Context: an optimization exercise on an open-source flow, tuned for small area, a short achievable clock period and few clock cycles. The choices shown serve that exercise and are no tape-out recipe. Only simulation tests tie the RTL to the original design; equivalence was not proved. Power and IR drop assume default switching activity.

## flow/design.v (module list and top-level ports; edited modules follow where they fit)
// module fxp_unit: 288 lines
// module fxp_mul_cs: 1689 lines
module fxp_unit (
    input  wire        clk,
    input  wire        rst,
    input  wire        in_valid,
    output wire        in_ready,
    input  wire [31:0] in_cmd,
    input  wire [31:0] in_opa,
    input  wire [31:0] in_opb,
    output reg         out_valid,
    output reg  [31:0] out_res,
    output reg  [7:0]  out_code,
    output reg         out_defaulted
);
  // ...
==> flow/flow/run.sh <==
#!/bin/bash
export SETUP_SLACK_MARGIN=9.0
bash standard.sh > standard.log 2>&1
==> flow/standard.sh <==
#!/bin/bash
# synth_recipe.tcl (not shown) runs the flow's synth.tcl, then flattens the netlist and writes it again
# the make line also repeats each setting of config.mk as NAME=value (left out here)
make -C /OpenROAD-flow-scripts/flow DESIGN_CONFIG=/design/flow/config.mk WORK_HOME=/design/flow/orfs CLKGATE_MAP_FILE= SYNTH_SCRIPT=/design/flow/synth_recipe.tcl "${@:-finish}"
==> flow/config.mk <==
export PLATFORM = sky130hd
export DESIGN_NAME = fxp_unit
export DESIGN_NICKNAME = fxp_unit
export VERILOG_FILES = /design/flow/design.v
export SDC_FILE = /design/flow/constraint.sdc
export NUM_CORES = 4
export LEC_CHECK = 0
export CAP_MARGIN = 20
export CORE_MARGIN = 2
export CORE_UTILIZATION = 45
export SLEW_MARGIN = 20
==> flow/constraint.sdc <==
create_clock -name core_clock -period 14.0 [get_ports {clk}]
set_input_delay 2.8000 -clock core_clock [delete_from_list [all_inputs] [get_ports {clk}]]
set_output_delay 2.8000 -clock core_clock [all_outputs]
set_load 0.01 [all_outputs]
==> flow_summary.rst, run 1 <==
.. list-table::
   :header-rows: 1

   * - Metric
     - Value
   * - Run status
     - finished clean
   * - Sequential group share of total power
     - 13.1%
   * - Class of the tightest hold or removal check
     - reg -> reg
   * - Total Power
     - 19.1 mW
   * - HPWL after detailed placement
     - 191000 um
   * - Worst flop-to-flop path startpoint
     - bneg0[1]$_DFF_P_
   * - Vias after detailed routing
     - 62400
   * - Post-Route Setup TNS
     - 0 ns
   * - Number of levels the H-tree was split into
     - 3
   * - Min-Delay Startpoint
     - code1[0]$_SDFF_PP0_
   * - Number of instances resized during post-cts repair
     - 21
   * - Final Net Count
     - 8679
   * - Register-to-Register Setup Slack
     - 9.11 ns
   * - Worst slew margin relative to its limit
     - 21.9%
   * - Mux cell area share after synthesis
     - 6.47%
   * - Total placed instance area
     - 68200 um2
   * - Fraction of layout cells with a size suffix above 1
     - 7.30%
   * - Cell chosen for the clock root
     - sky130_fd_sc_hd__clkbuf_16
   * - Bufs w/o clock
     - 281
   * - Cell group occupying the most layout area
     - multi-input combinational cells
   * - Die boundary height
     - 386 um
   * - Count of sequential standard cells
     - 524
   * - Number of pins with negative max-slew slack in the final report
     - 0
   * - Total global-route track usage
     - 34.8%
   * - Worst endpoint data arrival time
     - 5.41 ns
   * - Registers with the most flip-flops
     - r1 (63), r2 (62), drem (34)
   * - Final clock period utilization by the worst path
     - 34.9%
   * - Maximum number of pins on one net before global-route repair
     - 79
   * - Family of cells with the greatest summed delay on the critical path
     - adder cells
   * - Static leakage
     - 30.0 nW
   * - Share of the final layout cell area in multi-input gates
     - 70.2%
   * - Arithmetic-cell share of the synthesized area counting full adders, half adders and majority gates
     - 19.7%
   * - Synthesized netlist cell count
     - 8082
   * - Minimum clock period after layout
     - 4.89 ns
   * - Internal power of the cells
     - 8.74 mW
   * - Standard cell core area
     - 145000 um2
   * - Most used standard cell by instance count after synthesis
     - sky130_fd_sc_hd__inv_1
   * - Sequential-to-total area share from yosys stat
     - 17.0%
   * - Largest clock skew in the final design
     - 0.0539 ns
   * - Number of buffers on the longest clock path
     - 3
   * - Max-capacitance violation count
     - 0
   * - TritonCTS buffer count
     - 66
   * - Largest Register
     - r1
   * - Number of non-filler instances in the completed layout
     - 9770
Testbench counts, summed over its fixed seeds: cycles 36,176.
==> run 2, diff against run 1 <==
==> flow/flow/run.sh (replaced) <==
#!/bin/bash
export SETUP_SLACK_MARGIN=9.35
bash standard.sh > standard.log 2>&1
==> run 2 against run 1 <==
  * Global-route usage decreased by 1.0 points
  * Sequential share of layout area is 0.24 points lower
  * Worst setup slack better by 0.24 ns
  * Critical path depth did not move
  * Register-to-register slack gained 0.24 ns
  * Combinational power is essentially flat
  * Maximum frequency increased by 5.3%
  * Critical endpoint is now r2[31]$_DFF_P_
  * First-iteration DRC count rose by 3.0%
  * Sequential cell count unchanged
  * Clock power fell by about 10%
==> flow_summary.rst, run 2 <==
.. list-table::
   :header-rows: 1

   * - Metric
     - Value
   * - Run status
     - finished clean
   * - Fraction of synthesis flops using an asynchronous set or reset pin
     - 0%
   * - Final clock period utilization by the worst path
     - 33.2% (-1.7 points)
   * - Unique cell type count in the Yosys netlist
     - 111
   * - Number of pins with negative max-slew slack in the final report
     - 0 (unchanged)
   * - Post-Route Setup TNS
     - 0 ns (unchanged)
   * - Number of flops mapped to enable cells by yosys
     - 66
   * - Number of synthesized register bits
     - 524
   * - Remaining antenna violation count
     - 0
   * - Standard cell core area
     - 145000 um2 (unchanged)
   * - Count of warnings emitted by yosys
     - 1
   * - CP Max Fanout
     - 38
   * - Clock edge transition at the registers on the reported setup and hold paths
     - 0.06 ns
   * - R2R Path End
     - r2[31]$_DFF_P_
   * - Hold-critical path depth
     - 2
   * - Count of cells along the worst register-to-register path
     - 12
   * - Flip-flop count of the largest register, all copies and words added
     - 63
   * - Number of fill cells in the layout
     - 14100
   * - Top cells by count, synth
     - 702 x sky130_fd_sc_hd__inv_1, 551 x sky130_fd_sc_hd__nor2_1, 524 x sky130_fd_sc_hd__nand2_1, 514 x sky130_fd_sc_hd__a22oi_1, 504 x sky130_fd_sc_hd__xnor2_1
   * - Worst slew margin relative to its limit
     - 25.7% (+3.9 points)
   * - Final WL
     - 264000 um
   * - End point of the worst hold path
     - out_valid$_DFF_P_
   * - Launching element type of the critical path
     - flip-flop
   * - Primary flip-flop cell chosen by synthesis mapping
     - sky130_fd_sc_hd__dfxtp_1
   * - Clock latency at the later pin of the worst-skew pair
     - 0.71 ns
   * - Worst flop-to-flop path startpoint
     - a0[22]$_DFF_P_
   * - Sequential-to-total area share from yosys stat
     - 17.0% (unchanged)
   * - Fraction of synthesized cell area taken by the top area cell type
     - 13.9%
   * - Commonest cells after routing, fill and taps aside
     - 695 x sky130_fd_sc_hd__inv_1, 543 x sky130_fd_sc_hd__nor2_1, 524 x sky130_fd_sc_hd__nand2_1, 513 x sky130_fd_sc_hd__a22oi_1, 497 x sky130_fd_sc_hd__xnor2_1
   * - Most used standard cell by instance count after synthesis
     - sky130_fd_sc_hd__inv_1
   * - Number of core rows
     - 140
   * - Number of iterations in the first detailed-routing pass
     - 9
   * - Count of endpoints failing hold in the final timing report
     - 0
   * - Total global-route track usage
     - 33.7% (-1.0 points)
   * - Final Net Count
     - 8735 (+0.65%)
   * - Area of all placed cells without fillers
     - 72500 um2
   * - Library cell with the largest summed area after synthesis
     - sky130_fd_sc_hd__dfxtp_1
   * - Global-route wire length before repair
     - 384000 um
   * - Max-capacitance violation count
     - 0 (unchanged)
   * - Register-to-Register Setup Slack
     - 9.35 ns (+0.24 ns)
   * - Max Freq
     - 215 MHz
   * - RSZ-0062 raised after global routing
     - yes
   * - Worst Setup End Kind
     - flip-flop
   * - Die boundary height
     - 386 um (unchanged)
   * - Average footprint of a synthesized cell
     - 8.14 um2
   * - Number of global-route vias before repair
     - 60100
   * - Average wire per standard cell
     - 26.9 um
   * - Die footprint
     - 149000 um2
   * - Min-Delay Startpoint
     - v1$_DFF_P_
   * - Number of port buffers
     - 136
   * - Hold-fix buffer count after cts
     - 0
   * - Fraction of layout cells with a size suffix above 1
     - 8.88% (+1.6 points)
   * - Synthesized netlist cell count
     - 8082 (unchanged)
   * - Worst endpoint data arrival time
     - 5.19 ns (-0.22 ns)
   * - HPWL after detailed placement
     - 184000 um (-3.4%)
   * - Power Dens Cells
     - 262 nW/um2
   * - Finish-stage setup viols
     - 0
   * - Synthesized area
     - 65800 um2
   * - DRC
     - 0
   * - Vias after detailed routing
     - 62900 (+0.83%)
   * - Initial antenna violation count
     - 8
   * - Number of buffers on the longest clock path
     - 3 (unchanged)
   * - Clock tree sinks
     - 524
   * - Registers with the most flip-flops
     - r1 (63), r2 (62), drem (34)
   * - Final RePlAce weighted congestion
     - 1.01
   * - DR iter-0 viols
     - 7856
   * - Main area contributors after synthesis
     - sky130_fd_sc_hd__dfxtp_1 14%, sky130_fd_sc_hd__fa_1 13%, sky130_fd_sc_hd__ha_1 6.7%, sky130_fd_sc_hd__xnor2_1 6.7%, sky130_fd_sc_hd__xor2_1 6.0%
   * - Die X-Extent
     - 386 um
   * - Largest Register
     - r1
   * - Worst VDD drop
     - 341 uV
   * - Class of the tightest hold or removal check
     - reg -> reg
   * - Static leakage
     - 30.5 nW (+1.6%)
   * - TritonCTS buffer count
     - 60 (-9.1%)
   * - Avg Vias per Cell
     - 6.40
   * - Largest clock skew in the final design
     - 0.0691 ns (+0.0152 ns)
   * - Pre-CTS setup slack
     - 8.10 ns
   * - Number of levels the H-tree was split into
     - 2 (-1)
   * - Overflow left after global routing
     - 0
   * - Cell chosen for the clock root
     - sky130_fd_sc_hd__clkbuf_16
   * - Relative area change from synthesis to final layout
     - 10.2%
   * - TritonCTS clock tree
     - yes
   * - Worst setup margin
     - 9.35 ns
   * - Data required, critical path
     - 14.54 ns
   * - Tightest Pin Transition
     - 1.11 ns
   * - Minimum clock period after layout
     - 4.65 ns (-0.244 ns)
   * - Total placed instance area
     - 68200 um2 (about the same)
   * - Maximum number of pins on one net before global-route repair
     - 81 (+2.5%)
   * - I/O pin count
     - 142
   * - Classification of the worst setup path
     - reg -> reg
   * - Effective utilization at floorplan
     - 45.2%
   * - Most common library cell in the layout ignoring fill and taps
     - sky130_fd_sc_hd__inv_1
## run 2: how the worst max path moves through the flow
stage	start	to	slack (ns)	cells past startpoint
6_report	a0[22]$_DFF_P_	r2[31]$_DFF_P_	9.35	12
5_1_grt	inv1$_SDFF_PP0_	out_res[31]$_DFF_P_	9.31	14
4_1_cts	bm0[2]$_DFF_P_	dquo[1]$_DFF_P_	9.25	22
3_5_place_dp	in_opa[3]	am0[26]$_DFF_P_	8.10	9
3_3_place_gp	in_opa[3]	am0[26]$_DFF_P_	8.08	9
2_1_floorplan	in_opa[4]	am0[26]$_DFF_P_	8.85	8
## run 2: where the power goes
| part | internal [mW] | leakage [nW] | switching (mW) |
|---|---|---|---|
| registers | 2.09 | 4.55 | 0.384 |
| clock network | 0.934 | 0.970 | 0.707 |
| logic | 5.71 | 25.0 | 9.18 |
## run 2: worst max-delay path: stages, from the launching register on
cell	delay, ns
sky130_fd_sc_hd__dfxtp_1	0.33
sky130_fd_sc_hd__clkbuf_8	0.39
sky130_fd_sc_hd__a22oi_1	0.19
sky130_fd_sc_hd__xor2_1	0.23
sky130_fd_sc_hd__fa_1	0.51
sky130_fd_sc_hd__fa_1	0.52
sky130_fd_sc_hd__inv_1	0.07
sky130_fd_sc_hd__fa_1	0.49
sky130_fd_sc_hd__inv_1	0.07
sky130_fd_sc_hd__fa_1	0.42
sky130_fd_sc_hd__fa_1	0.52
sky130_fd_sc_hd__inv_1	0.06
sky130_fd_sc_hd__fa_1	0.64
## run 2: final cells by class
class | count | area [um2] | share of cell area, %
clock inverter | 27 | 394 | 0.544
sequential | 524 | 11300 | 15.6
antenna | 4 | 10.0 | 0.0138
clock buffer | 81 | 1630 | 2.24
inverter | 715 | 2720 | 3.75
multi-input combinational | 6214 | 50300 | 69.4
tap | 1917 | 2400 | 3.31
timing repair buffer | 342 | 3720 | 5.14
## run 2: repair_timing
action / in CTS / in global routing
setup endpoints to repair: 161 / 152
setup buffers: 10 / 54
pin swaps: 16 / 48
gates cloned: 2 / 13
hold endpoints to repair: 0 / 0
resized for setup: 155 / 231
## run 2: kinds of logic after synthesis
kind of cell               Yosys count  synth area share, %
buffers and inverters             1349                 7.97
other                                1              0.00570
muxes                              381                 6.47
and+or+nand+nor                   1782                 12.6
adders and majority gates          779                 19.7
AOI/OAI and AO/OA                 2312                 23.6
DFF                                524                 17.0
xor gates and xnor gates           954                 12.7
## run 2: per-layer routing
layer  wire (um)  track usage (%)  vias up  share of wire (%)
li1            -                -    28000                  -
met1      112000             47.6    30400                 42
met2      109000             49.2     3703                 41
met3       31500             8.58      792                 12
met4       11800             12.8       10                4.5
met5         163                0        -              0.062
## run 2: stage by stage
step	utilization [%]	std cells	hold slack, ns	power, mW
6_report	49.8	9824	0.432	19.0
5_1_grt	49.8	9821	0.469	20.4
2_1_floorplan	-	8086	0.353	11.6
4_1_cts	48.7	9753	0.435	18.2
3_5_place_dp	46.9	9633	0.422	16.4
3_3_place_gp	46.9	9632	0.418	16.2

==> separate check: timing with driven ports <==
The flow's constraints put no driver on any port. The routed layouts listed below were extracted and timed again, unchanged, in two steps. Step 1 assumes that a clkbuf_16 drives the clock port and a buf_2 every other input. Step 2 moves the port delays by t, midway between the first and last clock arrival at a register: inputs arrive t later, outputs are due t later. That takes back most of the time a late clock gives input paths. a / b / c = no drivers / after step 1 / after step 2; a / b = the first two.
run | t (ns) | setup slack, ns | worst hold slack (ns)
run 1 | 0.758 | 9.107 / 9.107 / 8.431 | 0.433 / 0.433 / 0.433
run 2 | 0.750 | 9.352 / 9.352 / 8.646 | 0.432 / 0.432 / 0.432
After both steps setup and hold are still met in every run listed. For run 2, which loses most, drivers alone change the setup slack by 0.000 ns; drivers and shift together by -0.706 ns.
